This is an optimization exercise on Yosys and OpenROAD, whose aim is small area, a short achievable clock period and few clock cycles per item, not a production implementation. RTL that was checked went through simulation tests only; none was proved equivalent to the original. The RTL of runs 2 to 7 was laid out without a check of its function. Power is estimated from default activity; no workload was simulated.

**flow/flow/run.sh**
```bash
#!/bin/bash
export BUFFER_PORTS_ARGS="-buffer_cell sky130_fd_sc_hd__buf_1"
bash standard.sh > standard.log 2>&1
```
**flow/standard.sh**
```bash
#!/bin/bash
# synth_recipe.tcl (not shown) runs the flow's synth.tcl, then flattens the netlist and writes it again
# the make line also repeats each setting of config.mk as NAME=value (left out here)
make -C /OpenROAD-flow-scripts/flow DESIGN_CONFIG=/design/flow/config.mk WORK_HOME=/design/flow/orfs CLKGATE_MAP_FILE= SYNTH_SCRIPT=/design/flow/synth_recipe.tcl "${@:-finish}"
```
**flow/config.mk**
```make
export PLATFORM = sky130hd
export DESIGN_NAME = gs_swizzle_agu
export DESIGN_NICKNAME = gs_swizzle_agu
export VERILOG_FILES = /design/flow/design.v
export SDC_FILE = /design/flow/constraint.sdc
export NUM_CORES = 4
export LEC_CHECK = 0
export CAP_MARGIN = 20
export CORE_MARGIN = 2
export CORE_UTILIZATION = 40
export CTS_BUF_LIST = sky130_fd_sc_hd__clkbuf_4 sky130_fd_sc_hd__clkbuf_8
export CTS_CLUSTER_SIZE = 30
export SETUP_SLACK_MARGIN = 3.2
export SLEW_MARGIN = 20
```
**flow/constraint.sdc**
```tcl
create_clock -name core_clock -period 6.0 [get_ports {clk}]
set_input_delay 1.2000 -clock core_clock [delete_from_list [all_inputs] [get_ports {clk}]]
set_output_delay 1.2000 -clock core_clock [all_outputs]
set_load 0.01 [all_outputs]
```
**flow/design.v**
```verilog
module gs_addr_calc (
    input  wire        f0,       
    input  wire        f1,       
    input  wire        f2,       
    input  wire [14:0] pg,
    input  wire [6:0]  x,
    input  wire [6:0]  y,
    input  wire        c,
    output wire [28:0] addr
);
    wire [28:0] a32 = {3'b000, pg, x[5], y[4], x[4], y[3], x[3], y[2], y[1], x[2], x[1], y[0], x[0]};
    wire [28:0] a8  = {1'b0, pg, x[6], y[5], x[5], y[4], x[4], y[3], y[2], c, x[1], y[0], x[0], x[3], y[1]};
    wire [28:0] a4  = {pg, y[6], x[6], y[5], x[5], y[4], y[3], y[2], c, x[1], y[0], x[0], x[4], x[3], y[1]};
    assign addr = ({29{f0}} & a32) | ({29{f1}} & a8) | ({29{f2}} & a4);
endmodule
module gs_swizzle_agu (
    input  wire        clk,
    input  wire        rst,
    input  wire        cmd_valid,
    output wire        cmd_ready,
    input  wire [1:0]  cmd_fmt,
    input  wire [13:0] cmd_dbp,
    input  wire [5:0]  cmd_dbw,
    input  wire [10:0] cmd_x0,
    input  wire [10:0] cmd_y0,
    input  wire [11:0] cmd_w,
    input  wire [11:0] cmd_h,
    output reg         out_valid,
    input  wire        out_ready,
    output wire [28:0] out_addr,
    output wire        out_last
);
    reg        rdy;         
    reg        setup;       
    reg        f0, f1, f2;  
    reg [5:0]  pw;          
    reg [11:0] w;
    reg [6:0]  x0l;         
    reg [6:0]  xl;          
    reg [6:0]  yl;          
    reg [11:0] cnt;         
    reg        re;          
    reg [11:0] rcnt;        
    reg        lr;          
    reg [14:0] pg;          
    reg [14:0] rb;          
    reg        xc;          
    reg [11:0] bo;          
    reg        sel;
    reg        s0;          
    reg        sl;          
    reg        cx;          
    assign cmd_ready = rdy;
    assign out_last  = re & lr;
    gs_addr_calc u_calc (
        .f0   (f0),
        .f1   (f1),
        .f2   (f2),
        .pg   (pg),
        .x    (xl),
        .y    (yl),
        .c    (cx),
        .addr (out_addr)
    );
    wire accept  = rdy & cmd_valid;
    wire advance = out_valid & out_ready;
    wire row_end = advance & re;
    wire xc_x0  = f0 ? (&x0l[5:0]) : (&x0l);
    wire xc_inc = ~xl[0] & (&xl[5:1]) & (f0 | xl[6]);
    wire yc_cur = (&yl[4:0]) & (f0 | (yl[5] & (f1 | yl[6])));
    wire yc_inc = ~yl[0] & (&yl[4:1]) & (f0 | (yl[5] & (f1 | yl[6])));
    wire [11:0] b      = bo & {12{sel}};
    wire [14:0] ag = rb & {3'd0, b};
    wire [14:0] ap = rb ^ {3'd0, b};
    wire [14:0] g1 = ag | (ap & {ag[13:0], 1'b0});
    wire [14:0] p1 = ap & {ap[13:0], 1'b0};
    wire [14:0] g2 = g1 | (p1 & {g1[12:0], 2'b0});
    wire [14:0] p2 = p1 & {p1[12:0], 2'b0};
    wire [14:0] g3 = g2 | (p2 & {g2[10:0], 4'b0});
    wire [14:0] p3 = p2 & {p2[10:0], 4'b0};
    wire [14:0] g4 = g3 | (p3 & {g3[6:0], 8'b0});
    wire [14:0] rb_sum = ap ^ {g4[13:0], 1'b0};
    wire [5:0] cmd_pw = (cmd_fmt == 2'd0) ? cmd_dbw : {1'b0, cmd_dbw[5:1]};
    wire       ne     = (cmd_w != 12'd0) && (cmd_h != 12'd0);
    wire       sy_nx = (xl[2:0] == 3'd1) ? cnt[0] :
                       (xl[2:0] == 3'd2) ? cnt[1] :
                       (xl[2:0] == 3'd3) ? cnt[2] :
                       (xl[2:0] == 3'd4) ? cnt[3] :
                       (xl[2:0] == 3'd5) ? cnt[4] : cnt[5];
    always @(posedge clk) begin
        if (rst) begin
            rdy       <= 1'b1;
            setup     <= 1'b0;
            out_valid <= 1'b0;
        end else if (accept) begin
            rdy   <= !ne;
            setup <= ne;
        end else if (setup) begin
            if (sl) begin
                setup     <= 1'b0;
                out_valid <= 1'b1;
            end
        end else if (row_end && lr) begin
            out_valid <= 1'b0;
            rdy       <= 1'b1;
        end
    end
    always @(posedge clk) begin
        if (rdy) begin
            f0  <= (cmd_fmt == 2'd0);
            f1  <= (cmd_fmt == 2'd1);
            f2  <= cmd_fmt[1];
            pw  <= cmd_pw;
            w   <= cmd_w;
            x0l <= cmd_x0[6:0];
        end
    end
    wire [6:0] xl_inc = xl + 7'd1;
    wire first = setup & sl;                  
    wire rs    = first | (re & ~setup);       
    always @(posedge clk) begin
        if (rdy | setup) begin
            s0 <= rdy;
            sl <= ~rdy & (xl[2:0] == 3'd6);
        end
        if (rdy | setup)
            bo <= rdy ? {7'd0, (cmd_fmt == 2'd0) ? cmd_x0[10:6] : {1'b0, cmd_x0[10:7]}} :
                  (s0 | sl) ? {6'd0, pw} : {bo[10:0], 1'b0};
        if (rdy | setup | row_end)
            sel <= rdy | (setup & ~sl ? sy_nx : setup ? yc_cur : yc_inc);
    end
    always @(posedge clk)
        if (rdy | setup | row_end) rb <= rdy ? {1'b0, cmd_dbp} : rb_sum;
    wire [14:0] pg_inc = pg + {14'd0, xc};
    always @(posedge clk)
        if (first | advance) pg <= (setup | re) ? rb_sum : pg_inc;
    always @(posedge clk)
        if (rdy | setup | advance) begin
            xl <= rdy ? ((cmd_fmt == 2'd0) ? 7'd121 : (cmd_fmt == 2'd1) ? 7'd122 : 7'd123) :
                  rs ? x0l : xl_inc;
            xc <= rs ? xc_x0 : xc_inc;
        end
    wire [6:0] yl_inc = yl + 7'd1;
    always @(posedge clk)
        if (rdy | row_end) yl <= rdy ? cmd_y0[6:0] : yl_inc;
    always @(posedge clk)
        if (setup | advance)
            cx <= rs ? (x0l[2] ^ (re & ~setup ? yl_inc[1] ^ yl_inc[2] : yl[1] ^ yl[2]))
                     : (xl_inc[2] ^ yl[1] ^ yl[2]);
    always @(posedge clk)
        if (rdy | first | advance) begin
            cnt <= rdy ? {6'd0, cmd_y0[10:5]} : rs ? w : cnt - 12'd1;
            re  <= rs ? (w == 12'd1) : (cnt == 12'd2);
        end
    always @(posedge clk)
        if (rdy | row_end) begin
            rcnt <= rdy ? cmd_h : rcnt - 12'd1;
            lr   <= rdy ? (cmd_h == 12'd1) : (rcnt == 12'd2);
        end
endmodule
```
==> results.cfg, run 1 <==
[run_status]
outcome = finished clean

[floorplan]
die_area_sq_um = 18400
die-width_um = 136
initial_core_util_pct = 40.6
io_pins = 104
core_sq_um = 17100
rows = 48
die_h_um = 136

[clocking]
cts_hold_buffers = 0
clk_latency_ps = 440
cts_max_level = 4
tritoncts = built
clk_pin_slew_ps = 70
cts_buffers = 17
cts_sinks = 118
cts_buffer_depth = 2
root_buffer = clkbuf_8

[sta]
finalHoldViolCount = 0
max_freq_mhz = 352
max_slew.worst_pin.slew_ps = 831
timing.setup.tns_ps = 0
setup_viol_count_final = 0
slew_headroom_pct = 44.6
maxSlewViolCount = 0
fin_crit_sh_pct = 47.4
rsz0062_at_grt = yes
fin_worst_skew_ps = 13.3
fin_crit_ps = 2840

[critical_path]
start_kind = register
crit_arrival_ps = 1640
startpoint = f1$_DFFE_PP_
cp.required_ps = 4800
end_kind = output port
path_class = register to output port
worst-path-max-fanout = 8
regToRegStartpoint = sel$_DFFE_PP_

[synth]
synth_top_family_by_area = simple AND/OR/NAND/NOR gates
async_flop_share_pct = 0
synthFlopType = edfxtp_1
yosys.area_share.simple_pct = 16.4
avgSynthCellArea_sq_um = 10.4
synth_edf_count = 115
yosys.area_share.xor_xnor_pct = 6.55
synth-compound-area-share_pct = 14.7
synthAdderAreaFrac_pct = 4.97
yosysWarningCount = 1
synth_fp_nets = 767
synth_mux_area_share_pct = 3.42
synth_cells = 668
synth_seq_cells = 118
synth_seq_area_share_pct = 50.5
synthDistinctLibCells = 49
syn_area_sq_um = 6950

[global_routing]
grt_pass1_wl_mm = 27.0
antenna_found_initial = 0
grt.total_usage_pct = 18.9
gr-total-overflow = 0
grt_pass1_vias = 5266
grt_max_degree = 80

[final_layout]
drive_above_1_share_pct = 9.40
area_delta_synth_final_pct = 16.5
final_common_cell = edfxtp_1
num_antenna_cells = 0
layout_common_cells = edfxtp_1, buf_1, nand2_1
nNetsFinal = 873

[detailed_routing]
wl_mm = 17.1
firstDrtPassIters = 9
drtIter0Drc = 582
routedWlPerCell_um = 16.9
antenna_left = 0
remaining_drc_errors = 0
viasPerCell = 5.46
vias = 5525

[place]
io_buffers = 103
globalplace.congestion = 0.851
place.detailed.hpwl_mm = 12.4

[pwr]
vdd_drop_max_mv = 0.122
pwr-share-comb_pct = 22.0
p_sw_uw = 749
internal_power_mw = 1.76
p_leak_nw = 2.99
p_sw_share_pct = 29.9
power_density_nw_per_um2 = 310
total_power_mw = 2.51
seqPwrFrac_pct = 44.8
clockPowerShare_pct = 33.2

[worst_hold_path]
hp-class = register to register
worstHoldStart = bo[8]$_SDFFCE_PP0P_

[job]
max-cap-violations = 0
[logic make-up (layout without fill, tap and decap cells)]
| group | Yosys count | in the layout |
|---|---|---|
| simple gates | 229 | 229 |
| compound gates | 156 | 156 |
| flops | 118 | 118 |
| buf+inv | 64 | 183 |
| xor+xnor | 52 | 52 |
| fa+ha+maj | 27 | 27 |
| mux | 22 | 22 |
[worst paths after layout]
path / cells after the start / slack [ps] / endpoint
worst min register to register: 1 / 560 / bo[9]$_SDFFCE_PP0P_
worst max register to register: 9 / 3410 / rb[7]$_DFFE_PP_
worst min-delay path: 1 / 560 / bo[9]$_SDFFCE_PP0P_
worst max-delay path: 4 / 3160 / out_addr[22]
[per-stage QoR]
stage | instance area, sq um | instances | util [%] | hold WS (ps) | setup WS [ps]
4_1_cts | 8040 | 1007 | 47.0 | 559 | 3140
5_1_grt | 8100 | 1012 | 47.3 | 566 | 3000
2_1_floorplan | 6950 | 668 | - | 515 | 3450
3_5_place_dp | 7530 | 967 | 44.0 | 538 | 3040
3_3_place_gp | 7530 | 967 | 44.0 | 538 | 3060
6_report | 8100 | 1012 | 47.3 | 557 | 3160
[power groups by stage]
stage | combinational (mW) | clock [mW] | sequential [mW]
global placement | 0.507 | 0 | 1.14
CTS | 0.542 | 0.849 | 1.12
finish | 0.552 | 0.833 | 1.12
global route | 0.618 | 0.886 | 1.13
detailed placement | 0.521 | 0 | 1.15
floorplan | 0.393 | 0 | 1.10
[cell type report]
type | instances | area [sq um]
fill | 1636 | 9020
clock inverter | 13 | 204
inverter | 32 | 120
multi-input combinational | 486 | 3210
timing repair buffer | 119 | 520
tap | 225 | 282
clock buffer | 19 | 249
sequential | 118 | 3520
[sequential cells by signal, indices dropped and copies added (netlist names), 12 cells and up]
name  cells
bo       12
cnt      12
pg       15
rb       15
rcnt     12
w        12
[worst max-delay path, stage by stage, from the launching register on]
cell and delay [ps]:
edfxtp_1 480, buf_6 180, a222oi_1 350, inv_1 70, buf_1 130
[synthesized netlist by cell type, drive strengths merged, types with 6 or more instances]
master | instances | share of area (%)
nor2b | 9 | 0.81
a222oi | 18 | 2.6
clkbuf | 31 | 1.7
nand2b | 12 | 1.1
mux2i | 8 | 1.2
a21oi | 28 | 2.0
nor3 | 12 | 0.86
nand3 | 20 | 1.4
nand2 | 77 | 4.2
and3 | 7 | 0.63
a211oi | 9 | 0.97
xor2 | 22 | 2.8
o211ai | 7 | 0.76
nor4 | 11 | 0.99
xnor2 | 30 | 3.8
o21ai | 56 | 4.0
ha | 26 | 4.7
mux2 | 14 | 2.3
edfxtp | 115 | 50
nor2 | 35 | 1.9
and2 | 22 | 2.0
nand4 | 6 | 0.54
a22o | 8 | 1.0
inv | 32 | 1.7
[repair_timing]
| action | 4_1_cts | 5_1_grt |
|---|---|---|
| setup buffers | 8 | 5 |
| resized for setup | 2 | 6 |
| setup endpoints to repair | 45 | 28 |
| pin swaps | 7 | 8 |
[layer usage]
metal  part of all wire (%)  up-vias  global-route usage [%]
li1                       -     2698                       -
met4                    1.3        0                    6.89
met1                     47     2639                    26.4
met5                      0        -                       0
met3                    5.1       17                    2.98
met2                     47      171                    29.8
Testbench counts, summed over its fixed seeds: cycles 223,093, items 220,800.
==> inputs of run 2 (changes only) <==
--- a/flow/design.v
+++ b/flow/design.v
@@ -2,6 +2,9 @@
     input  wire        f0,       
     input  wire        f1,       
     input  wire        f2,       
+    input  wire        n0,       
+    input  wire        n1,       
+    input  wire        n2,
     input  wire [14:0] pg,
     input  wire [6:0]  x,
     input  wire [6:0]  y,
@@ -11,7 +14,10 @@
     wire [28:0] a32 = {3'b000, pg, x[5], y[4], x[4], y[3], x[3], y[2], y[1], x[2], x[1], y[0], x[0]};
     wire [28:0] a8  = {1'b0, pg, x[6], y[5], x[5], y[4], x[4], y[3], y[2], c, x[1], y[0], x[0], x[3], y[1]};
     wire [28:0] a4  = {pg, y[6], x[6], y[5], x[5], y[4], y[3], y[2], c, x[1], y[0], x[0], x[4], x[3], y[1]};
-    assign addr = ({29{f0}} & a32) | ({29{f1}} & a8) | ({29{f2}} & a4);
+    wire [28:0] s0 = {{15{~n0}}, {14{f0}}};
+    wire [28:0] s1 = {{15{~n1}}, {14{f1}}};
+    wire [28:0] s2 = {{15{~n2}}, {14{f2}}};
+    assign addr = (s0 & a32) | (s1 & a8) | (s2 & a4);
 endmodule
 module gs_swizzle_agu (
     input  wire        clk,
@@ -33,6 +39,7 @@
     reg        rdy;         
     reg        setup;       
     reg        f0, f1, f2;  
+    reg        n0, n1, n2;  
     reg [5:0]  pw;          
     reg [11:0] w;
     reg [6:0]  x0l;         
@@ -56,6 +63,9 @@
         .f0   (f0),
         .f1   (f1),
         .f2   (f2),
+        .n0   (n0),
+        .n1   (n1),
+        .n2   (n2),
         .pg   (pg),
         .x    (xl),
         .y    (yl),
@@ -110,6 +120,9 @@
             f0  <= (cmd_fmt == 2'd0);
             f1  <= (cmd_fmt == 2'd1);
             f2  <= cmd_fmt[1];
+            n0  <= (cmd_fmt != 2'd0);
+            n1  <= (cmd_fmt != 2'd1);
+            n2  <= ~cmd_fmt[1];
             pw  <= cmd_pw;
             w   <= cmd_w;
             x0l <= cmd_x0[6:0];
@@ -119,10 +132,8 @@
     wire first = setup & sl;                  
     wire rs    = first | (re & ~setup);       
     always @(posedge clk) begin
-        if (rdy | setup) begin
-            s0 <= rdy;
-            sl <= ~rdy & (xl[2:0] == 3'd6);
-        end
+        s0 <= rdy;
+        sl <= setup & (xl[2:0] == 3'd6);
         if (rdy | setup)
             bo <= rdy ? {7'd0, (cmd_fmt == 2'd0) ? cmd_x0[10:6] : {1'b0, cmd_x0[10:7]}} :
                   (s0 | sl) ? {6'd0, pw} : {bo[10:0], 1'b0};
==> run 2 against run 1 <==
Sequential power barely moved. Cell count rose by 2.3%. Maximum frequency rose by 2.9%. Die area rose by 2.3%. Critical path depth did not move. Routed wire length fell by 2.8%. Core utilization rose by 0.31 points. Highest routed layer unchanged.
==> results.cfg, run 2 <==
[synth]
synth_fp_nets = 784
synthDistinctLibCells = 55
ys_top_cells_by_area = edfxtp_1, ha_1, o21ai_0, xnor2_1, nand2_1
synth_edf_count = 116
syn_area_sq_um = 7120
yosys.area.top_type = edfxtp_1
avgSynthCellArea_sq_um = 10.4
synthTopCellsByCount = edfxtp_1, nand2_1, o21ai_0
synthFlopType = edfxtp_1
yosysMostFrequentCell = edfxtp_1
synth_seq_cells = 121
async_flop_share_pct = 0
synth_cells = 685
synth_seq_area_share_pct = 50.4
yosys.area.top_type_share_pct = 48.9
yosysWarningCount = 1

[final_layout]
drive_above_1_share_pct = 10.2
nFillCells = 1665
seq_area_sq_um = 3590
reg.largest.list = pg x15, rb x15
multiInputGateArea_sq_um = 3280
nNetsFinal = 896
final_common_cell = edfxtp_1
final_cells = 1035
layout_common_cells = edfxtp_1, buf_1, nand2_1
num_antenna_cells = 0
area_delta_synth_final_pct = 16.2

[critical_path]
crit_arrival_ps = 1560
worstPathCellList = buf_6 > or2_2 > a22o_1 > buf_1
cp.required_ps = 4800
critPathMaxStageDelay_ps = 370
path_buf_inv = 2
regToRegStartpoint = sel$_DFFE_PP_
start_kind = register
end_kind = output port
slowest_stage = edfxtp_1
cp.depth = 4
cp_top_family = flip-flops
worst-path-max-fanout = 12
r2r_cells = 9
r2r-end = rb[10]$_DFFE_PP_
reg2reg_slack_ps = 3500
path_class = register to output port

[pwr]
power_density_nw_per_um2 = 296
internal_power_mw = 1.74
pwr-share-comb_pct = 21.9
clockPowerShare_pct = 32.0
p_leak_nw = 3.09
p_sw_share_pct = 28.9
vdd_drop_max_mv = 0.144
seqPwrFrac_pct = 46.1
p_sw_uw = 706

[global_routing]
use_met2_pct = 28.8
grt.total_usage_pct = 18.3
antenna_found_initial = 0
grt_pass1_wl_mm = 26.9
grt_util_met3_pct = 3.90
grt_pass1_vias = 5326
grt-busiest-layer = met2
grt_max_degree = 81
gr-total-overflow = 0
groute.layer.met1.usage_pct = 25.7

[clocking]
clk_pin_slew_ps = 70
root_buffer = clkbuf_8
tritoncts = built
cts_max_level = 4
cts_buffer_depth = 2
clk_latency_ps = 430
cts_sinks = 121
cts_buffers = 17

[place]
placed_cells = 985
globalplace.congestion = 0.893
io_buffers = 103
place.detailed.hpwl_mm = 12.1
post-place-ws_ps = 3200

[sta]
maxSlewViolCount = 0
timing.setup.tns_ps = 0
fin_crit_sh_pct = 46.1
fin_ws_ps = 3240
slew_headroom_pct = 44.9
max_freq_mhz = 362
finalHoldViolCount = 0
rsz0062_at_grt = yes
max_slew.worst_pin.slew_ps = 826
setup_viol_count_final = 0
fin_worst_skew_ps = 8.64
fin_crit_ps = 2760

[job]
max-cap-violations = 0

[detailed_routing]
drtIter0Drc = 397
vias = 5528
viasPerCell = 5.34
routedWlPerCell_um = 16.1
firstDrtPassIters = 5
antenna_left = 0
remaining_drc_errors = 0
wl_mm = 16.7

[floorplan]
io_pins = 104
initial_core_util_pct = 41.0
die_area_sq_um = 18900
die-width_um = 137
rows = 48
core_sq_um = 17400
die_h_um = 137

[worst_hold_path]
hp-class = register to register
worstHoldStart = bo[5]$_SDFFCE_PP0P_
holdPathEnd = bo[6]$_SDFFCE_PP0P_
hold_depth = 1

[run_status]
outcome = finished clean
run 2: cell count changes after synthesis, moves of 6 or more:
cell,delta
o21bai_1,+7
a222oi_1,-11
o22ai_1,+10
inv_1,+6
nand2_1,-11
run 2: stage by stage:
stage	instance area [sq um]	hold slack [ps]	total power, mW	util (%)
floorplan	7120	515	1.50	-
global placement	7690	536	1.64	44.3
detailed placement	7690	542	1.65	44.3
CTS	8160	562	2.45	47.0
global route	8270	592	2.58	47.6
finish	8270	554	2.45	47.6
run 2: power groups by stage:
stage          clock (mW)  combinational (mW)  sequential [mW]
2_1_floorplan           0               0.382             1.11
6_report            0.784               0.536             1.13
3_3_place_gp            0               0.489             1.15
4_1_cts             0.803               0.514             1.13
5_1_grt             0.839               0.605             1.14
3_5_place_dp            0               0.501             1.15
run 2: worst max-delay path by stage:
stage,startpoint,end,slack (ps)
final,f0$_DFFE_PP_,out_addr[7],3240
after global routing,xl[2]$_SDFFCE_PP0P_,out_addr[3],3130
after CTS,f1$_DFFE_PP_,out_addr[12],3200
after detailed placement,out_ready,cnt[8]$_SDFFCE_PP0P_,3200
after global placement,out_ready,cnt[8]$_SDFFCE_PP0P_,3230
after floorplan,rdy$_SDFFE_PP1P_,rb[0]$_DFFE_PP_,3500
run 2: final cells by class:
class / count / share of cell area [%]
Clock buffer: 22 / 3.28
Clock inverter: 10 / 1.82
Multi-Input combinational cell: 495 / 39.7
Inverter: 38 / 1.73
Timing Repair Buffer: 124 / 6.72
Sequential cell: 121 / 43.4
Tap cell: 225 / 3.41
run 2: repair_timing:
item / CTS / global route
pin swaps: 0 / 1
buffers inserted: 5 / 13
endpoints found under the hold margin: 0 / 0
hold buffers: 0 / 0
gates resized for setup: 2 / 3
endpoints found under the setup margin: 14 / 32
run 2: kinds of logic after synthesis:
kind of cell / share of synthesized area [%]
XOR/XNOR: 6.89
multiplexers: 3.50
buffers and inverters: 3.66
flip-flops: 50.4
AO/OA/AOI/OAI: 14.2
adder cells (fa/ha/maj): 4.85
AND/OR/NAND/NOR: 16.5
run 2: routing by layer:
layer | routed length, um | vias up | part of all wire (%)
met2 | 7490 | 172 | 45
met5 | 0 | - | 0
met1 | 7990 | 2594 | 48
li1 | - | 2745 | -
met4 | 214 | 0 | 1.3
met3 | 966 | 17 | 5.8
==> inputs of run 3 (changes only) <==
--- a/flow/config.mk
+++ b/flow/config.mk
@@ -10,5 +10,5 @@
 export CORE_UTILIZATION = 40
 export CTS_BUF_LIST = sky130_fd_sc_hd__clkbuf_4 sky130_fd_sc_hd__clkbuf_8
 export CTS_CLUSTER_SIZE = 30
-export SETUP_SLACK_MARGIN = 3.2
+export SETUP_SLACK_MARGIN = 3.4
 export SLEW_MARGIN = 20
==> run 3 against run 2 <==
Critical path depth stayed put. Hold slack better by 8.0 ps. Die area stayed put. Clock power hardly changed. Worst setup slack better by 4.7 ps. Largest power group unchanged.
==> results.cfg, run 3 <==
[critical_path]
path_class = register to output port
worst-path-max-fanout = 6
crit_arrival_ps = 1560
regToRegStartpoint = sel$_DFFE_PP_
cp.required_ps = 4800
startpoint = f0$_DFFE_PP_
reg2reg_slack_ps = 3580
end_kind = output port
start_kind = register

[detailed_routing]
remaining_drc_errors = 0
vias = 5613
viasPerCell = 5.35
wl_mm = 17.3
firstDrtPassIters = 6
drtIter0Drc = 373
routedWlPerCell_um = 16.4
antenna_left = 0

[sta]
max_slew.worst_pin.slew_ps = 829
maxSlewViolCount = 0
rsz0062_at_grt = yes
fin_crit_sh_pct = 46.0
fin_ws_ps = 3240
fin_worst_skew_ps = 8.61
slew_headroom_pct = 44.8
fin_crit_ps = 2760
setup_viol_count_final = 0
max_freq_mhz = 362
timing.setup.tns_ps = 0
finalHoldViolCount = 0

[global_routing]
grt.total_usage_pct = 19.0
antenna_found_initial = 0
grt_pass1_vias = 5526
grt_max_degree = 81
gr-total-overflow = 0
grt_pass1_wl_mm = 27.8

[run_status]
outcome = finished clean

[clocking]
clk_latency_ps = 430
cts_sinks = 121
tritoncts = built
cts_buffer_depth = 2
clk_pin_slew_ps = 70
root_buffer = clkbuf_8
cts_max_level = 4
cts_buffers = 17

[place]
io_buffers = 103
place.detailed.hpwl_mm = 12.1
globalplace.congestion = 0.893
post-place-ws_ps = 3200

[final_layout]
nNetsFinal = 911
num_antenna_cells = 0
area_delta_synth_final_pct = 20.2
drive_above_1_share_pct = 16.7
nFillCells = 1626
layout_common_cells = edfxtp_1, buf_1, nand2_1
reg.largest.list = pg x15, rb x15
final_common_cell = edfxtp_1

[pwr]
power_density_nw_per_um2 = 290
vdd_drop_max_mv = 0.144
total_power_mw = 2.48
p_leak_nw = 3.26

[synth]
avgSynthCellArea_sq_um = 10.4
synth_seq_area_share_pct = 50.4
synthDistinctLibCells = 55
synth_seq_cells = 121
synthTopCellsByCount = edfxtp_1, nand2_1, o21ai_0
ys_top_cells_by_area = edfxtp_1, ha_1, o21ai_0, xnor2_1, nand2_1
syn_area_sq_um = 7120
synth_fp_nets = 784
yosys.area.top_type_share_pct = 48.9
yosysMostFrequentCell = edfxtp_1
synth_edf_count = 116
async_flop_share_pct = 0
synth_cells = 685
yosys.area.top_type = edfxtp_1
yosysWarningCount = 1
synthFlopType = edfxtp_1

[worst_hold_path]
worstHoldStart = bo[5]$_SDFFCE_PP0P_
hp-class = register to register

[floorplan]
core_sq_um = 17400
rows = 48
initial_core_util_pct = 41.0
die_area_sq_um = 18900
io_pins = 104
die-width_um = 137
die_h_um = 137

[job]
max-cap-violations = 0
run 3: changes by cell type in the layout (fill, tap and decap cells not counted), moves of 2 or more:
| cell | previous run | this run |
|---|---|---|
| buf_1 | 103 | 82 |
| buf_2 | 0 | 17 |
| buf_4 | 18 | 22 |
| buf_6 | 3 | 13 |
| clkbuf_2 | 0 | 4 |
| inv_1 | 38 | 34 |
| inv_2 | 0 | 4 |
| o221ai_1 | 4 | 2 |
| o221ai_2 | 0 | 2 |
| o22ai_1 | 12 | 4 |
| o22ai_2 | 0 | 8 |
run 3: worst max-delay path, stage by stage, from the launching register on:
cell      delay (ps)
edfxtp_1         400
buf_6            150
a222oi_1         350
inv_1            100
clkbuf_2         140
run 3: logic make-up after synthesis:
kind of cell | share of synthesized area (%)
and+or+nand+nor | 16.5
xor gates and xnor gates | 6.89
adders and majority gates | 4.85
buffers and inverters | 3.66
muxes | 3.50
AOI/OAI and AO/OA | 14.2
DFF | 50.4
run 3: per-stage QoR:
stage / utilization (%) / hold slack (ps) / std cells / instance area (sq um)
after floorplan: - / 515 / 685 / 7120
after global placement: 44.3 / 536 / 985 / 7690
after detailed placement: 44.3 / 542 / 985 / 7690
after CTS: 48.6 / 562 / 1045 / 8430
after global routing: 49.3 / 592 / 1050 / 8550
final: 49.3 / 562 / 1050 / 8550
run 3: final timing paths:
kind | endpoint | cells after the start
hold reg to reg | bo[6]$_SDFFCE_PP0P_ | 1
hold / removal | bo[6]$_SDFFCE_PP0P_ | 1
setup / recovery | out_addr[13] | 4
setup reg to reg | rb[11]$_DFFE_PP_ | 9
run 3: where the power goes:
group / switching (mW) / total, mW / leakage [nW] / internal (mW)
logic: 0.328 / 0.576 / 1.83 / 0.248
clock network: 0.315 / 0.786 / 0.217 / 0.471
registers: 0.0759 / 1.12 / 1.22 / 1.04
total: 0.720 / 2.48 / 3.26 / 1.76
run 3: cell type report:
class / count / area (sq um) / share of cell area [%]
flip-flops and latches: 121 / 3590 / 41.9
multi-input cells: 495 / 3380 / 39.5
repair buffers: 139 / 744 / 8.70
well taps: 225 / 282 / 3.29
clock buffers: 22 / 272 / 3.17
clock inverters: 10 / 150 / 1.76
inverters: 38 / 143 / 1.67
run 3: layer usage:
metal,global-route usage (%),share of wire [%],vias to the layer above
met4,5.21,1.3,0
met3,3.94,5.6,17
li1,-,-,2774
met1,26.4,48,2651
met2,30.1,45,171
met5,0,0,-
run 3: repair_timing:
| action | 4_1_cts | 5_1_grt |
|---|---|---|
| resized for setup | 38 | 19 |
| pin swaps | 12 | 6 |
| endpoints found under the setup margin | 38 | 44 |
| hold buffers | 0 | 0 |
| gates cloned | 1 | 0 |
| setup buffers | 27 | 5 |
==> inputs of run 4 (changes only) <==
--- a/flow/design.v
+++ b/flow/design.v
@@ -11,13 +11,24 @@
     input  wire        c,
     output wire [28:0] addr
 );
-    wire [28:0] a32 = {3'b000, pg, x[5], y[4], x[4], y[3], x[3], y[2], y[1], x[2], x[1], y[0], x[0]};
-    wire [28:0] a8  = {1'b0, pg, x[6], y[5], x[5], y[4], x[4], y[3], y[2], c, x[1], y[0], x[0], x[3], y[1]};
-    wire [28:0] a4  = {pg, y[6], x[6], y[5], x[5], y[4], y[3], y[2], c, x[1], y[0], x[0], x[4], x[3], y[1]};
-    wire [28:0] s0 = {{15{~n0}}, {14{f0}}};
-    wire [28:0] s1 = {{15{~n1}}, {14{f1}}};
-    wire [28:0] s2 = {{15{~n2}}, {14{f2}}};
-    assign addr = (s0 & a32) | (s1 & a8) | (s2 & a4);
+    wire [14:0] hi = ({15{~n0}} & {3'b000, pg[14:3]}) |
+                     ({15{~n1}} & {1'b0, pg[14:1]}) |
+                     ({15{~n2}} & pg[14:0]);
+    assign addr[28:14] = hi;
+    assign addr[13] = (f0 & pg[2]) | (f1 & pg[0]) | (f2 & y[6]);
+    assign addr[12] = (f0 & pg[1]) | (n0 & x[6]);
+    assign addr[11] = (f0 & pg[0]) | (n0 & y[5]);
+    assign addr[10] = x[5];
+    assign addr[9]  = y[4];
+    assign addr[8]  = (n2 & x[4]) | (f2 & y[3]);
+    assign addr[7]  = (n2 & y[3]) | (f2 & y[2]);
+    assign addr[6]  = (f0 & x[3]) | (f1 & y[2]) | (f2 & c);
+    assign addr[5]  = (f0 & y[2]) | (f1 & c)    | (f2 & x[1]);
+    assign addr[4]  = (f0 & y[1]) | (f1 & x[1]) | (f2 & y[0]);
+    assign addr[3]  = (f0 & x[2]) | (f1 & y[0]) | (f2 & x[0]);
+    assign addr[2]  = (f0 & x[1]) | (f1 & x[0]) | (f2 & x[4]);
+    assign addr[1]  = (f0 & y[0]) | (n0 & x[3]);
+    assign addr[0]  = (f0 & x[0]) | (n0 & y[1]);
 endmodule
 module gs_swizzle_agu (
     input  wire        clk,
--- a/flow/config.mk
+++ b/flow/config.mk
@@ -10,5 +10,5 @@
 export CORE_UTILIZATION = 40
 export CTS_BUF_LIST = sky130_fd_sc_hd__clkbuf_4 sky130_fd_sc_hd__clkbuf_8
 export CTS_CLUSTER_SIZE = 30
-export SETUP_SLACK_MARGIN = 3.4
+export SETUP_SLACK_MARGIN = 3.2
 export SLEW_MARGIN = 20
==> run 4 against run 3 <==
Worst setup slack got worse by 43 ps. Hold slack gained 4.9 ps. Maximum frequency fell by 1.5%. Clock skew about the same. Sequential share of layout area up 1.6 points. Register-to-register slack worse by 320 ps. Non-clock buffer count decreased by 9. Global-route usage rose by 0.11 points. First-iteration DRC count is 5.6% higher. Area after synthesis barely moved. Core utilization shrank 1.8 points. Critical endpoint is now out_addr[6].
==> results.cfg, run 4 <==
[critical_path]
end_kind = output port
r2r_cells = 10
regToRegStartpoint = sel$_DFFE_PP_
crit_arrival_ps = 1600
cp.required_ps = 4800
r2r-end = pg[14]$_DFFE_PP_
start_kind = register
startpoint = f0$_DFFE_PP_
path_class = register to output port
reg2reg_slack_ps = 3260
worst-path-max-fanout = 8
crit_end = out_addr[6]

[detailed_routing]
wl_mm = 17.3
remaining_drc_errors = 0
viasPerCell = 5.39
drtIter0Drc = 394
antenna_left = 0
firstDrtPassIters = 6
vias = 5680
routedWlPerCell_um = 16.4

[final_layout]
postLayoutCellArea_sq_um = 8250
nFillCells = 1653
drive_above_1_share_pct = 11.1
layout.core_utilization_pct = 47.5
reg.largest.list = pg x15, rb x15
layout_common_cells = edfxtp_1, buf_1, nand2_1
final_common_cell = edfxtp_1
area_delta_synth_final_pct = 16.0
nNetsFinal = 914
num_antenna_cells = 0

[place]
post-place-ws_ps = 2960
io_buffers = 103
place.detailed.hpwl_mm = 12.5
post_dp_cell_area_sq_um = 7670
globalplace.congestion = 0.875

[job]
max-cap-violations = 0

[synth]
avgSynthCellArea_sq_um = 10.2
synthDistinctLibCells = 51
synth_seq_cells = 121
yosys.area.top_type_share_pct = 49.0
synthTopCellsByCount = edfxtp_1, nand2_1, o21ai_0
synthFlopType = edfxtp_1
yosysMostFrequentCell = edfxtp_1
yosys.area.top_type = edfxtp_1
syn_area_sq_um = 7110
ys_top_cells_by_area = edfxtp_1, ha_1, nand2_1, o21ai_0, xnor2_1
synth_edf_count = 116
synth_fp_nets = 799
synth_cells = 700
async_flop_share_pct = 0
yosysWarningCount = 1
synth_seq_area_share_pct = 50.4

[clocking]
cts_hold_buffers = 0
clk_latency_ps = 450
root_buffer = clkbuf_8
cts_sinks = 121
cts_max_level = 4
cts_buffer_depth = 2
tritoncts = built
cts_buffers = 17
clk_pin_slew_ps = 70

[floorplan]
die_h_um = 137
die_area_sq_um = 18900
die-width_um = 137
io_pins = 104
rows = 48
core_sq_um = 17400
initial_core_util_pct = 41.0

[global_routing]
grt.total_usage_pct = 19.1
groute.layer.met1.usage_pct = 25.8
grt_max_degree = 64
gr-total-overflow = 0
grt_util_met3_pct = 3.68
grt_pass1_wl_mm = 27.6
antenna_found_initial = 0
grt_pass1_vias = 5482
grt-busiest-layer = met2
use_met2_pct = 30.7

[sta]
fin_crit_sh_pct = 46.7
finalHoldViolCount = 0
max_slew.worst_pin.slew_ps = 796
fin_ws_ps = 3200
fin_crit_ps = 2800
rsz0062_at_grt = yes
slew_headroom_pct = 46.9
max_freq_mhz = 357
setup_viol_count_final = 0
maxSlewViolCount = 0
timing.setup.tns_ps = 0
fin_worst_skew_ps = 8.17

[pwr]
vdd_drop_max_mv = 0.158
total_power_mw = 2.37
power_density_nw_per_um2 = 287
p_leak_nw = 3.09

[run_status]
outcome = finished clean

[worst_hold_path]
hp-class = register to register
[run 4: changes by cell type after synthesis, sizes merged, moves of 3 or more]
cell and change:
xor2 -5, nand3 -5, nor3b +3, buf +3
o211ai +4, o31ai +4, nor2b -4, a211o -5
o21ai +3, or2 -4, a21oi +8, a22o -3
nand2 +17
[run 4: worst max-delay path, cell delays in order, from the launching register on]
cell	delay, ps
edfxtp_1	520
a222oi_1	420
inv_1	80
clkbuf_2	140
[run 4: timing repair]
action | CTS | global route
pin swaps | 1 | 5
gates resized for setup | 1 | 11
buffers inserted | 11 | 13
setup endpoints to repair | 27 | 25
[run 4: kinds of logic (layout without fill, tap and decap cells)]
logic type               count (synthesis)  after routing  synth area share [%]
flip-flops                             121            121                  50.4
adder cells (fa/ha/maj)                 27             27                  4.85
multiplexers                            20             20                  3.06
AO/OA/AOI/OAI                          167            167                  14.4
XOR/XNOR                                51             51                  6.28
buffers and inverters                   73            201                  4.01
AND/OR/NAND/NOR                        241            241                  17.0
[run 4: per-layer routing]
layer  share of wire (%)  routed length [um]
met5                   0                   0
met2                  47                8080
met3                 4.9                 845
met1                  47                8090
met4                 1.4                 236
[run 4: where the power goes]
group / internal (mW) / switching [mW]
sequential: 1.04 / 0.0853
clock: 0.375 / 0.326
combinational: 0.226 / 0.312
total: 1.65 / 0.723
[run 4: through the flow]
step	instances	hold WS [ps]
5_1_grt	1053	587
4_1_cts	1040	573
3_5_place_dp	997	554
3_3_place_gp	997	558
2_1_floorplan	700	515
6_report	1053	566
[run 4: cell type report]
type / instances / area (sq um) / share of cell area (%)
tap: 225 / 282 / 3.41
clock buffer: 24 / 305 / 3.70
clock inverter: 8 / 72.6 / 0.880
multi-input combinational: 506 / 3260 / 39.6
sequential: 121 / 3590 / 43.5
inverter: 39 / 146 / 1.77
timing repair buffer: 130 / 593 / 7.19
[run 4: how the worst min path moves through the flow]
stage	endpoint	depth (start not counted)	slack, ps	startpoint
after floorplan	bo[10]$_SDFFCE_PP0P_	1	520	bo[9]$_SDFFCE_PP0P_
after global placement	bo[9]$_SDFFCE_PP0P_	1	560	bo[8]$_SDFFCE_PP0P_
after detailed placement	bo[9]$_SDFFCE_PP0P_	1	550	bo[8]$_SDFFCE_PP0P_
after CTS	bo[9]$_SDFFCE_PP0P_	1	570	bo[8]$_SDFFCE_PP0P_
after global routing	bo[9]$_SDFFCE_PP0P_	1	590	bo[8]$_SDFFCE_PP0P_
final	bo[9]$_SDFFCE_PP0P_	1	570	bo[8]$_SDFFCE_PP0P_
==> inputs of run 5 (changes only) <==
--- a/flow/design.v
+++ b/flow/design.v
@@ -153,30 +153,32 @@
     end
     always @(posedge clk)
         if (rdy | setup | row_end) rb <= rdy ? {1'b0, cmd_dbp} : rb_sum;
-    wire [14:0] pg_inc = pg + {14'd0, xc};
+    wire ld = first | (advance & re);         
+    wire [14:0] pg_nx = pg + {14'd0, advance & xc};
     always @(posedge clk)
-        if (first | advance) pg <= (setup | re) ? rb_sum : pg_inc;
-    always @(posedge clk)
-        if (rdy | setup | advance) begin
-            xl <= rdy ? ((cmd_fmt == 2'd0) ? 7'd121 : (cmd_fmt == 2'd1) ? 7'd122 : 7'd123) :
-                  rs ? x0l : xl_inc;
+        pg <= ld ? rb_sum : pg_nx;
+    wire [6:0] xl_nx = xl + {6'd0, setup | advance};
+    always @(posedge clk) begin
+        xl <= rdy ? ((cmd_fmt == 2'd0) ? 7'd121 : (cmd_fmt == 2'd1) ? 7'd122 : 7'd123) :
+              ld ? x0l : xl_nx;
+        if (rdy | setup | advance)
             xc <= rs ? xc_x0 : xc_inc;
-        end
+    end
     wire [6:0] yl_inc = yl + 7'd1;
     always @(posedge clk)
-        if (rdy | row_end) yl <= rdy ? cmd_y0[6:0] : yl_inc;
+        yl <= rdy ? cmd_y0[6:0] : yl + {6'd0, advance & re};
     always @(posedge clk)
         if (setup | advance)
             cx <= rs ? (x0l[2] ^ (re & ~setup ? yl_inc[1] ^ yl_inc[2] : yl[1] ^ yl[2]))
                      : (xl_inc[2] ^ yl[1] ^ yl[2]);
-    always @(posedge clk)
-        if (rdy | first | advance) begin
-            cnt <= rdy ? {6'd0, cmd_y0[10:5]} : rs ? w : cnt - 12'd1;
-            re  <= rs ? (w == 12'd1) : (cnt == 12'd2);
-        end
-    always @(posedge clk)
-        if (rdy | row_end) begin
-            rcnt <= rdy ? cmd_h : rcnt - 12'd1;
-            lr   <= rdy ? (cmd_h == 12'd1) : (rcnt == 12'd2);
-        end
+    always @(posedge clk) begin
+        cnt <= rdy ? {6'd0, cmd_y0[10:5]} : ld ? w : cnt - {11'd0, advance};
+        if (rdy | first | advance)
+            re <= rs ? (w == 12'd1) : (cnt == 12'd2);
+    end
+    always @(posedge clk) begin
+        rcnt <= rdy ? cmd_h : rcnt - {11'd0, advance & re};
+        if (rdy | row_end)
+            lr <= rdy ? (cmd_h == 12'd1) : (rcnt == 12'd2);
+    end
 endmodule
==> run 5 against run 4 <==
Still clean on timing, DRC and antenna. Core utilization down 0.84 points. Power down 6.0%. Worst setup slack better by 13 ps. Clock power about the same. Sequential power down 7%. Hold slack worse by 65 ps. Count of clock-buffer cells in the layout down 5. Combinational power down 11%. Clock skew up 3.6 ps. Register-to-register slack better by 70 ps. Die area down 2.1%.
==> results.cfg, run 5 <==
[synth]
synth_mux_area_share_pct = 3.40
yosys.area.top_type_share_pct = 27.2
synthTopCellsByCount = nand2_1, edfxtp_1, dfxtp_1
synth_seq_cells = 121
syn_area_sq_um = 6960
synth_cells = 743
yosys.area.top_type = edfxtp_1
synth_seq_area_share_pct = 43.9
synth_top_family_by_area = simple AND/OR/NAND/NOR gates
synthFlopType = edfxtp_1
yosysMostFrequentCell = nand2_1
yosys.area_share.simple_pct = 19.0
synth-compound-area-share_pct = 18.5
avgSynthCellArea_sq_um = 9.37
yosys.area_share.xor_xnor_pct = 6.04
ys_top_cells_by_area = edfxtp_1, dfxtp_1, xnor2_1, ha_1, nand2_1
async_flop_share_pct = 0
synth_fp_nets = 841
synthDistinctLibCells = 67
synth_edf_count = 63
yosysWarningCount = 1
synthAdderAreaFrac_pct = 4.78

[critical_path]
crit_arrival_ps = 1590
startpoint = f0$_DFFE_PP_
regToRegStartpoint = sel$_DFFE_PP_
path_class = register to output port
end_kind = output port
start_kind = register
reg2reg_slack_ps = 3330
worst-path-max-fanout = 6
cp.required_ps = 4800

[global_routing]
grt_pass1_vias = 5371
grt.total_usage_pct = 19.3
grt_pass1_wl_mm = 27.7
grt-busiest-layer = met2
use_met2_pct = 30.9
grt_util_met3_pct = 4.18
antenna_found_initial = 0
groute.layer.met1.usage_pct = 26.8
grt_max_degree = 70
gr-total-overflow = 0

[floorplan]
die_h_um = 136
die-width_um = 136
io_pins = 104
rows = 48
initial_core_util_pct = 40.5
die_area_sq_um = 18500
core_sq_um = 17200

[sta]
fin_worst_skew_ps = 11.8
slew_headroom_pct = 35.0
fin_crit_sh_pct = 46.5
fin_ws_ps = 3210
finalHoldViolCount = 0
max_slew.worst_pin.slew_ps = 976
maxSlewViolCount = 0
rsz0062_at_grt = yes
setup_viol_count_final = 0
fin_crit_ps = 2790
max_freq_mhz = 358
timing.setup.tns_ps = 0

[place]
io_buffers = 103
place.detailed.hpwl_mm = 12.6
post-place-ws_ps = 2720
globalplace.congestion = 0.819

[pwr]
p_leak_nw = 3.05
vdd_drop_max_mv = 0.159
p_sw_uw = 713
internal_power_mw = 1.51
clockPowerShare_pct = 31.6
p_sw_share_pct = 32.0
seqPwrFrac_pct = 46.9
power_density_nw_per_um2 = 278
pwr-share-comb_pct = 21.5

[final_layout]
drive_above_1_share_pct = 9.82
area_delta_synth_final_pct = 15.2
layout_common_cells = buf_1, nand2_1, edfxtp_1
num_antenna_cells = 0
multiInputGateArea_sq_um = 3620
seq_area_sq_um = 3060
final_common_cell = buf_1
nFillCells = 1706
reg.largest.list = pg x15, rb x15
nNetsFinal = 940

[clocking]
root_buffer = clkbuf_8
cts_max_level = 4
clk_pin_slew_ps = 80
tritoncts = built
cts_hold_buffers = 0
cts_buffer_depth = 2
clk_latency_ps = 440
cts_buffers = 17
cts_sinks = 121

[detailed_routing]
firstDrtPassIters = 5
drtIter0Drc = 484
remaining_drc_errors = 0
vias = 5823
viasPerCell = 5.39
antenna_left = 0
wl_mm = 17.5
routedWlPerCell_um = 16.2

[run_status]
outcome = finished clean

[job]
max-cap-violations = 0

[worst_hold_path]
worstHoldStart = cnt[6]$_SDFF_PP0_
hp-class = register to register
## run 5: cell count changes after synthesis, moves of 4 or more
cell / before / now
o21ai_0: 62 / 48
xnor2_1: 32 / 36
edfxtp_1: 116 / 63
a311oi_1: 0 / 4
a21o_1: 3 / 10
nor3_1: 9 / 21
dfxtp_1: 5 / 58
buf_2: 0 / 8
xor2_1: 19 / 12
nand4_1: 6 / 14
## run 5: critical path, stage by stage, from the launching register on
cell	delay, ps
edfxtp_1	470
buf_6	170
a222oi_1	310
inv_1	70
buf_1	130
## run 5: cells by family after synthesis
kind of cell	after synthesis
fa+ha+maj	26
xor+xnor	48
mux	22
simple gates	260
flops	121
compound gates	190
buf+inv	76
## run 5: per-layer routing
| layer | share of wire, % | vias to the layer above | wire length [um] |
|---|---|---|---|
| li1 | - | 2933 | - |
| met1 | 48 | 2706 | 8360 |
| met2 | 47 | 173 | 8170 |
| met3 | 4.7 | 11 | 814 |
| met4 | 0.83 | 0 | 145 |
| met5 | 0 | - | 0 |
## run 5: power groups by stage
stage               Sequential [mW]  Clock [mW]  Combinational (mW)
floorplan                      1.03           0               0.353
finish                         1.05       0.703               0.478
global route                   1.06       0.755               0.533
global placement               1.07           0               0.454
detailed placement             1.07           0               0.456
CTS                            1.05       0.718               0.469
## run 5: metrics by stage
stage          instance area [sq um]  cells  utilization, %  total power [mW]  hold WS [ps]
3_3_place_gp                    7490   1035            43.6              1.52           489
5_1_grt                         8020   1080            46.7              2.34           534
4_1_cts                         7940   1072            46.2              2.23           508
3_5_place_dp                    7490   1035            43.6              1.52           496
6_report                        8020   1080            46.7              2.23           502
2_1_floorplan                   6960    743               -              1.38           470
## run 5: layout make-up
cell class	instances	area share [%]
multi-input cells	547	45.2
flip-flops and latches	121	38.1
well taps	225	3.51
clock inverters	13	1.51
repair buffers	118	6.66
clock buffers	19	3.26
inverters	37	1.73
## run 5: worst paths after layout
kind,cells after the start,end
setup / recovery,4,out_addr[4]
hold / removal,2,cnt[6]$_SDFF_PP0_
setup reg to reg,9,rb[8]$_DFFE_PP_
hold reg to reg,2,cnt[6]$_SDFF_PP0_
## run 5: what timing repair did
| item | 4_1_cts | 5_1_grt |
|---|---|---|
| pin swaps | 0 | 3 |
| endpoints found under the setup margin | 18 | 28 |
| gates cloned | 1 | 0 |
| gates resized for setup | 0 | 14 |
| setup buffers | 4 | 8 |
==> inputs of run 6 (changes only) <==
--- a/flow/design.v
+++ b/flow/design.v
@@ -154,7 +154,22 @@
     always @(posedge clk)
         if (rdy | setup | row_end) rb <= rdy ? {1'b0, cmd_dbp} : rb_sum;
     wire ld = first | (advance & re);         
-    wire [14:0] pg_nx = pg + {14'd0, advance & xc};
+    wire [14:0] pg_all1;                       
+    wire [11:0] cnt_all0, rcnt_all0;           
+    assign pg_all1[0]   = 1'b1;
+    assign cnt_all0[0]  = 1'b1;
+    assign rcnt_all0[0] = 1'b1;
+    genvar gi;
+    generate
+        for (gi = 1; gi < 15; gi = gi + 1) begin : g_pg
+            assign pg_all1[gi] = &pg[gi-1:0];
+        end
+        for (gi = 1; gi < 12; gi = gi + 1) begin : g_cnt
+            assign cnt_all0[gi]  = ~|cnt[gi-1:0];
+            assign rcnt_all0[gi] = ~|rcnt[gi-1:0];
+        end
+    endgenerate
+    wire [14:0] pg_nx = pg ^ (pg_all1 & {15{advance & xc}});
     always @(posedge clk)
         pg <= ld ? rb_sum : pg_nx;
     wire [6:0] xl_nx = xl + {6'd0, setup | advance};
@@ -172,12 +187,12 @@
             cx <= rs ? (x0l[2] ^ (re & ~setup ? yl_inc[1] ^ yl_inc[2] : yl[1] ^ yl[2]))
                      : (xl_inc[2] ^ yl[1] ^ yl[2]);
     always @(posedge clk) begin
-        cnt <= rdy ? {6'd0, cmd_y0[10:5]} : ld ? w : cnt - {11'd0, advance};
+        cnt <= rdy ? {6'd0, cmd_y0[10:5]} : ld ? w : cnt ^ (cnt_all0 & {12{advance}});
         if (rdy | first | advance)
             re <= rs ? (w == 12'd1) : (cnt == 12'd2);
     end
     always @(posedge clk) begin
-        rcnt <= rdy ? cmd_h : rcnt - {11'd0, advance & re};
+        rcnt <= rdy ? cmd_h : rcnt ^ (rcnt_all0 & {12{advance & re}});
         if (rdy | row_end)
             lr <= rdy ? (cmd_h == 12'd1) : (rcnt == 12'd2);
     end
==> run 6 against run 5 <==
Clock skew increased by 0.80 ps. Count of clock-buffer cells in the layout decreased by 1. Core utilization increased by 0.17 points. Area after synthesis decreased by 4.5%. Clock power increased by 4.1%. Sequential power about the same. Die area decreased by 4.4%. Highest routed layer unchanged. Combinational power decreased by 13%. Critical endpoint is now out_addr[3]. First-iteration DRC count decreased by 4.3%. Critical path type unchanged.
==> results.cfg, run 6 <==
[run_status]
outcome = finished clean

[critical_path]
start_kind = register
cp.required_ps = 4800
end_kind = output port
path_class = register to output port
crit_arrival_ps = 1560
worst-path-max-fanout = 5

[final_layout]
drive_above_1_share_pct = 9.46
nFillCells = 1590
area_delta_synth_final_pct = 15.7
num_antenna_cells = 0
nNetsFinal = 885
final_common_cell = buf_1
seq_area_sq_um = 3060
multiInputGateArea_sq_um = 3320
reg.largest.list = pg x15, rb x15
layout_common_cells = buf_1, nand2_1, edfxtp_1
layout.core_utilization_pct = 46.9

[detailed_routing]
drtIter0Drc = 463
viasPerCell = 5.30
vias = 5426
wl_mm = 15.5
firstDrtPassIters = 7
antenna_left = 0
routedWlPerCell_um = 15.2
remaining_drc_errors = 0

[pwr]
p_sw_share_pct = 30.2
p_sw_uw = 658
total_power_mw = 2.18
internal_power_mw = 1.52
pwr-share-comb_pct = 19.0
vdd_drop_max_mv = 0.279
clockPowerShare_pct = 33.5
power_density_nw_per_um2 = 284
seqPwrFrac_pct = 47.5
p_leak_nw = 3.04

[synth]
syn_area_sq_um = 6650
yosysMostFrequentCell = nand2_1
synth_edf_count = 63
synthFlopType = edfxtp_1
synth_fp_nets = 783
synth_cells = 688
yosys.area.top_type = edfxtp_1
yosysWarningCount = 1
synth_seq_cells = 121
avgSynthCellArea_sq_um = 9.66
synth_seq_area_share_pct = 45.9
yosys.area.top_type_share_pct = 28.5
async_flop_share_pct = 0
synthDistinctLibCells = 72
ys_top_cells_by_area = edfxtp_1, dfxtp_1, xnor2_1, ha_1, nand2_1
synthTopCellsByCount = nand2_1, edfxtp_1, dfxtp_1

[sta]
fin_worst_skew_ps = 12.6
maxSlewViolCount = 0
slew_headroom_pct = 46.8
rsz0062_at_grt = yes
fin_crit_ps = 2760
max_slew.worst_pin.slew_ps = 797
timing.setup.tns_ps = 0
finalHoldViolCount = 0
max_freq_mhz = 362
fin_crit_sh_pct = 46.0
setup_viol_count_final = 0

[clocking]
clk_latency_ps = 440
root_buffer = clkbuf_8
cts_max_level = 4
cts_sinks = 121
clk_pin_slew_ps = 80
cts_buffer_depth = 2
cts_hold_buffers = 0
cts_buffers = 17
tritoncts = built

[place]
io_buffers = 103
place.detailed.hpwl_mm = 11.4
globalplace.congestion = 0.838

[worst_hold_path]
hp-class = register to register

[floorplan]
die-width_um = 133
die_h_um = 133
initial_core_util_pct = 40.5
rows = 47
io_pins = 104
core_sq_um = 16400
die_area_sq_um = 17700

[global_routing]
gr-total-overflow = 0
grt_pass1_vias = 5300
grt.total_usage_pct = 18.2
grt_pass1_wl_mm = 25.8
grt_max_degree = 79
antenna_found_initial = 0

[job]
max-cap-violations = 0
==> run 6: changes by cell type in the layout (fill, tap and decap cells not counted), sizes merged, moves of 6 or more <==
cell    before  now
xor2        12   19
o211ai       9    3
a21oi       33   26
nand2       83   73
nor2        37   46
nand4       14    8
nor3        21   11
o21ai       50   58
==> run 6: metal layers <==
layer	wire length (um)	GRT usage, %	share of wire (%)
met1	6830	22.9	44
met4	220	5.38	1.4
met5	0	0	0
met3	956	5.29	6.2
met2	7510	30.4	48
==> run 6: cell type report <==
| cell class | instances | area share [%] |
|---|---|---|
| clock buffers | 18 | 3.22 |
| clock inverters | 14 | 1.92 |
| repair buffers | 115 | 6.56 |
| multi-input cells | 499 | 43.2 |
| well taps | 220 | 3.58 |
| flip-flops and latches | 121 | 39.8 |
| inverters | 36 | 1.76 |
==> run 6: final timing paths <==
path,startpoint,endpoint,slack (ps),cells after the start
max reg2reg,sel$_DFFE_PP_,rb[8]$_DFFE_PP_,3450,10
max,f0$_DFFE_PP_,out_addr[3],3240,4
min reg2reg,x0l[5]$_DFFE_PP_,xl[5]$_SDFF_PP1_,510,1
min,x0l[5]$_DFFE_PP_,xl[5]$_SDFF_PP1_,510,1
==> run 6: logic make-up (layout without fill, tap and decap cells) <==
group           count (synthesis)  after routing  share of synthesized area, %
buf+inv                        68            183                          4.12
mux                            23             23                          3.69
fa+ha+maj                      23             23                          4.44
xor+xnor                       53             53                          6.99
flops                         121            121                          45.9
compound gates                176            176                          17.3
simple gates                  224            224                          17.5
==> run 6: repair_timing <==
action | CTS | global route
endpoints found under the setup margin | 18 | 25
pin swaps | 0 | 1
gates cloned | 0 | 0
gates resized for setup | 0 | 2
buffers inserted | 5 | 4
endpoints found under the hold margin | 0 | 0
==> run 6: critical path: stages (launching register included) <==
cell and delay [ps]:
edfxtp_1 390, buf_4 160, a222oi_1 370, inv_1 70, buf_1 130
==> run 6: power groups by stage <==
stage / logic (mW) / clock network, mW / registers, mW
floorplan: 0.309 / 0 / 1.02
global placement: 0.390 / 0 / 1.06
detailed placement: 0.399 / 0 / 1.06
CTS: 0.412 / 0.747 / 1.04
global route: 0.469 / 0.784 / 1.05
finish: 0.414 / 0.732 / 1.04
==> run 6: through the flow <==
| stage | setup WS, ps | hold WS (ps) | instance area [sq um] | instances |
|---|---|---|---|---|
| 3_3_place_gp | 3020 | 495 | 7200 | 982 |
| 4_1_cts | 3200 | 510 | 7650 | 1019 |
| 2_1_floorplan | 3350 | 455 | 6650 | 688 |
| 5_1_grt | 3140 | 547 | 7690 | 1023 |
| 6_report | 3240 | 508 | 7690 | 1023 |
| 3_5_place_dp | 2980 | 488 | 7200 | 982 |
==> inputs of run 7 (changes only) <==
--- a/flow/design.v
+++ b/flow/design.v
@@ -11,24 +11,13 @@
     input  wire        c,
     output wire [28:0] addr
 );
-    wire [14:0] hi = ({15{~n0}} & {3'b000, pg[14:3]}) |
-                     ({15{~n1}} & {1'b0, pg[14:1]}) |
-                     ({15{~n2}} & pg[14:0]);
-    assign addr[28:14] = hi;
-    assign addr[13] = (f0 & pg[2]) | (f1 & pg[0]) | (f2 & y[6]);
-    assign addr[12] = (f0 & pg[1]) | (n0 & x[6]);
-    assign addr[11] = (f0 & pg[0]) | (n0 & y[5]);
-    assign addr[10] = x[5];
-    assign addr[9]  = y[4];
-    assign addr[8]  = (n2 & x[4]) | (f2 & y[3]);
-    assign addr[7]  = (n2 & y[3]) | (f2 & y[2]);
-    assign addr[6]  = (f0 & x[3]) | (f1 & y[2]) | (f2 & c);
-    assign addr[5]  = (f0 & y[2]) | (f1 & c)    | (f2 & x[1]);
-    assign addr[4]  = (f0 & y[1]) | (f1 & x[1]) | (f2 & y[0]);
-    assign addr[3]  = (f0 & x[2]) | (f1 & y[0]) | (f2 & x[0]);
-    assign addr[2]  = (f0 & x[1]) | (f1 & x[0]) | (f2 & x[4]);
-    assign addr[1]  = (f0 & y[0]) | (n0 & x[3]);
-    assign addr[0]  = (f0 & x[0]) | (n0 & y[1]);
+    wire [28:0] a32 = {3'b000, pg, x[5], y[4], x[4], y[3], x[3], y[2], y[1], x[2], x[1], y[0], x[0]};
+    wire [28:0] a8  = {1'b0, pg, x[6], y[5], x[5], y[4], x[4], y[3], y[2], c, x[1], y[0], x[0], x[3], y[1]};
+    wire [28:0] a4  = {pg, y[6], x[6], y[5], x[5], y[4], y[3], y[2], c, x[1], y[0], x[0], x[4], x[3], y[1]};
+    wire [28:0] s0 = {{15{~n0}}, {14{f0}}};
+    wire [28:0] s1 = {{15{~n1}}, {14{f1}}};
+    wire [28:0] s2 = {{15{~n2}}, {14{f2}}};
+    assign addr = (s0 & a32) | (s1 & a8) | (s2 & a4);
 endmodule
 module gs_swizzle_agu (
     input  wire        clk,
==> run 7 against run 6 <==
Clock power is 27% higher. Combinational power is 14% higher. Worst setup slack worse by 71 ps. Cell count increased by 2.7%. Area after synthesis increased by 1.5%. Via count is 8.6% higher. Still clean. Core utilization rose by 1.7 points. Hold slack better by 22 ps. Critical path type unchanged.
==> results.cfg, run 7 <==
[place]
globalplace.congestion = 0.857
place.detailed.hpwl_mm = 12.5
io_buffers = 103

[critical_path]
cp.required_ps = 4800
crit_arrival_ps = 1630
regToRegStartpoint = sel$_DFFE_PP_
end_kind = output port
reg2reg_slack_ps = 3270
r2r_cells = 7
worst-path-max-fanout = 6
path_class = register to output port
start_kind = register
r2r-end = pg[13]$_DFF_P_

[pwr]
vdd_drop_max_mv = 0.193
p_leak_nw = 3.15
power_density_nw_per_um2 = 304

[synth]
yosys.area.top_type_share_pct = 28.0
yosysMostFrequentCell = nand2_1
synth_edf_count = 63
synth_seq_area_share_pct = 45.3
syn_area_sq_um = 6750
synthTopCellsByCount = nand2_1, edfxtp_1, dfxtp_1
yosysWarningCount = 1
yosys.area.top_type = edfxtp_1
async_flop_share_pct = 0
synth_cells = 709
synth_fp_nets = 804
synth_seq_cells = 121
synthDistinctLibCells = 62
avgSynthCellArea_sq_um = 9.51
ys_top_cells_by_area = edfxtp_1, dfxtp_1, ha_1, xnor2_1, nand2_1
synthFlopType = edfxtp_1

[sta]
fin_worst_skew_ps = 12.6
finalHoldViolCount = 0
maxSlewViolCount = 0
max_freq_mhz = 353
max_slew.worst_pin.slew_ps = 822
fin_crit_ps = 2830
slew_headroom_pct = 45.2
timing.setup.tns_ps = 0
fin_crit_sh_pct = 47.2
rsz0062_at_grt = yes
setup_viol_count_final = 0

[detailed_routing]
antenna_left = 0
vias = 5890
remaining_drc_errors = 0
firstDrtPassIters = 5
routedWlPerCell_um = 16.8
drtIter0Drc = 491
viasPerCell = 5.60
wl_mm = 17.7

[global_routing]
antenna_found_initial = 0
grt_max_degree = 75
grt_pass1_wl_mm = 27.8
grt_pass1_vias = 5487
gr-total-overflow = 0
grt.total_usage_pct = 19.5

[job]
max-cap-violations = 0

[worst_hold_path]
hp-class = register to register
holdPathEnd = cnt[11]$_SDFF_PP0_
hold_depth = 2
worstHoldStart = cnt[11]$_SDFF_PP0_

[final_layout]
nFillCells = 1577
area_delta_synth_final_pct = 19.0
reg.largest.list = pg x15, rb x15
nNetsFinal = 913
num_antenna_cells = 0
layout_common_cells = buf_1, nand2_1, edfxtp_1
final_common_cell = buf_1
drive_above_1_share_pct = 10.6
layout.core_utilization_pct = 48.6

[clocking]
root_buffer = clkbuf_8
cts_hold_buffers = 0
cts_sinks = 121
tritoncts = built
cts_buffer_depth = 2
clk_latency_ps = 450
clk_pin_slew_ps = 80
cts_buffers = 17
cts_max_level = 4

[floorplan]
die_h_um = 134
io_pins = 104
core_sq_um = 16500
die_area_sq_um = 17900
die-width_um = 134
initial_core_util_pct = 40.8
rows = 47

[run_status]
outcome = finished clean
==> run 7: cell types whose count changed after synthesis, sizes merged, moves of 4 or more <==
cell	before	now
o21ai	58	40
o211ai	3	12
a21oi	26	33
nor2	46	40
and3	8	13
clkbuf	26	31
nand2	73	69
nand4	8	12
nor4	11	15
o31ai	9	5
xnor2	34	30
==> run 7: critical path, cell delays in order (launching register included) <==
cell	delay (ps)
edfxtp_1	500
buf_6	180
a222oi_1	260
inv_1	90
buf_2	150
==> run 7: cell families after synthesis <==
group           Yosys count  synth area share (%)
simple gates            239                  18.3
compound gates          178                  17.8
flops                   121                  45.3
buf+inv                  74                  4.14
xor+xnor                 51                  6.62
mux                      23                  3.60
fa+ha+maj                23                  4.38
==> run 7: how the worst max path moves through the flow <==
stage,from,endpoint,slack [ps],cells past startpoint
after CTS,f2$_DFFE_PP_,out_addr[2],3180,4
final,f0$_DFFE_PP_,out_addr[4],3170,4
after global routing,f2$_DFFE_PP_,out_addr[2],3060,4
after floorplan,out_ready,cnt[11]$_SDFF_PP0_,3370,6
after detailed placement,out_ready,pg[14]$_DFF_P_,2760,8
after global placement,out_ready,pg[14]$_DFF_P_,2820,8
==> run 7: layout make-up <==
cell class,count,area (sq um),area share (%)
tap,220,275,3.43
inverter,38,143,1.78
multi-input combinational,515,3470,43.3
sequential,121,3060,38.1
clock buffer,19,262,3.26
timing repair buffer,125,579,7.22
clock inverter,13,239,2.98
==> run 7: power by group <==
| part | switching [mW] | internal, mW |
|---|---|---|
| Combinational | 0.277 | 0.197 |
| Sequential | 0.0817 | 0.963 |
| Clock | 0.362 | 0.563 |
| Total | 0.721 | 1.72 |
==> run 7: repair_timing <==
item / in CTS / in global routing
buffers inserted: 8 / 10
setup endpoints to repair: 14 / 30
resized for setup: 12 / 16
pin swaps: 7 / 8
gates cloned: 0 / 1
==> run 7: routing by layer <==
metal / wire, um / up-vias / GRT usage, %
met5: 0 / - / 0
met4: 345 / 0 / 7.15
met3: 1090 / 28 / 4.38
met2: 8060 / 218 / 30.0
met1: 8220 / 2803 / 26.9
li1: - / 2841 / -
==> run 7: through the flow <==
stage          power (mW)  std cells  hold WS [ps]  area [sq um]  setup WS [ps]
3_3_place_gp         1.49       1000           514          7320           2820
3_5_place_dp         1.50       1000           505          7320           2760
2_1_floorplan        1.35        709           474          6750           3370
4_1_cts              2.43       1040           529          7900           3180
5_1_grt              2.56       1051           561          8030           3060
6_report             2.44       1051           530          8030           3170

[separate check: timing with driven ports]
In the flow no input, the clock included, has a driving cell. The finished layouts below were timed again as built, in two steps.
Step 1 assumes that a clkbuf_16 drives the clock port and a buf_2 every other input.
Step 2, shift: input delay + t, output delay - t, t = (earliest + latest rising clock arrival at the registers) / 2. This alone moves slack from input paths to output paths.
a / b / c = ideal / step 1 / step 2; a / b = the first two.
| run | t (ns) | setup WS [ns] | worst setup path after step 2 | slew at the worst register clock pin (ns) | worst slew at a driven data input, ns |
|---|---|---|---|---|---|
| run 1 | 0.470 | 3.157 / 3.118 / 3.325 | input to register | 0.08 / 0.08 | 0.04 |
| run 2 | 0.462 | 3.236 / 3.199 / 3.189 | input to register | 0.07 / 0.07 | 0.03 |
| run 3 | 0.464 | 3.241 / 3.203 / 3.190 | input to register | 0.07 / 0.07 | 0.03 |
| run 4 | 0.486 | 3.198 / 3.157 / 3.259 | register to register | 0.07 / 0.07 | 0.05 |
| run 5 | 0.472 | 3.210 / 3.174 / 2.888 | input to register | 0.08 / 0.08 | 0.04 |
| run 6 | 0.476 | 3.239 / 3.199 / 2.934 | input to register | 0.08 / 0.08 | 0.04 |
| run 7 | 0.479 | 3.168 / 3.131 / 2.863 | input to register | 0.08 / 0.08 | 0.06 |
After both steps every run listed still meets setup and hold. The setup slack of run 5, which loses most, moves by -0.036 ns with the drivers and by -0.322 ns with both steps.
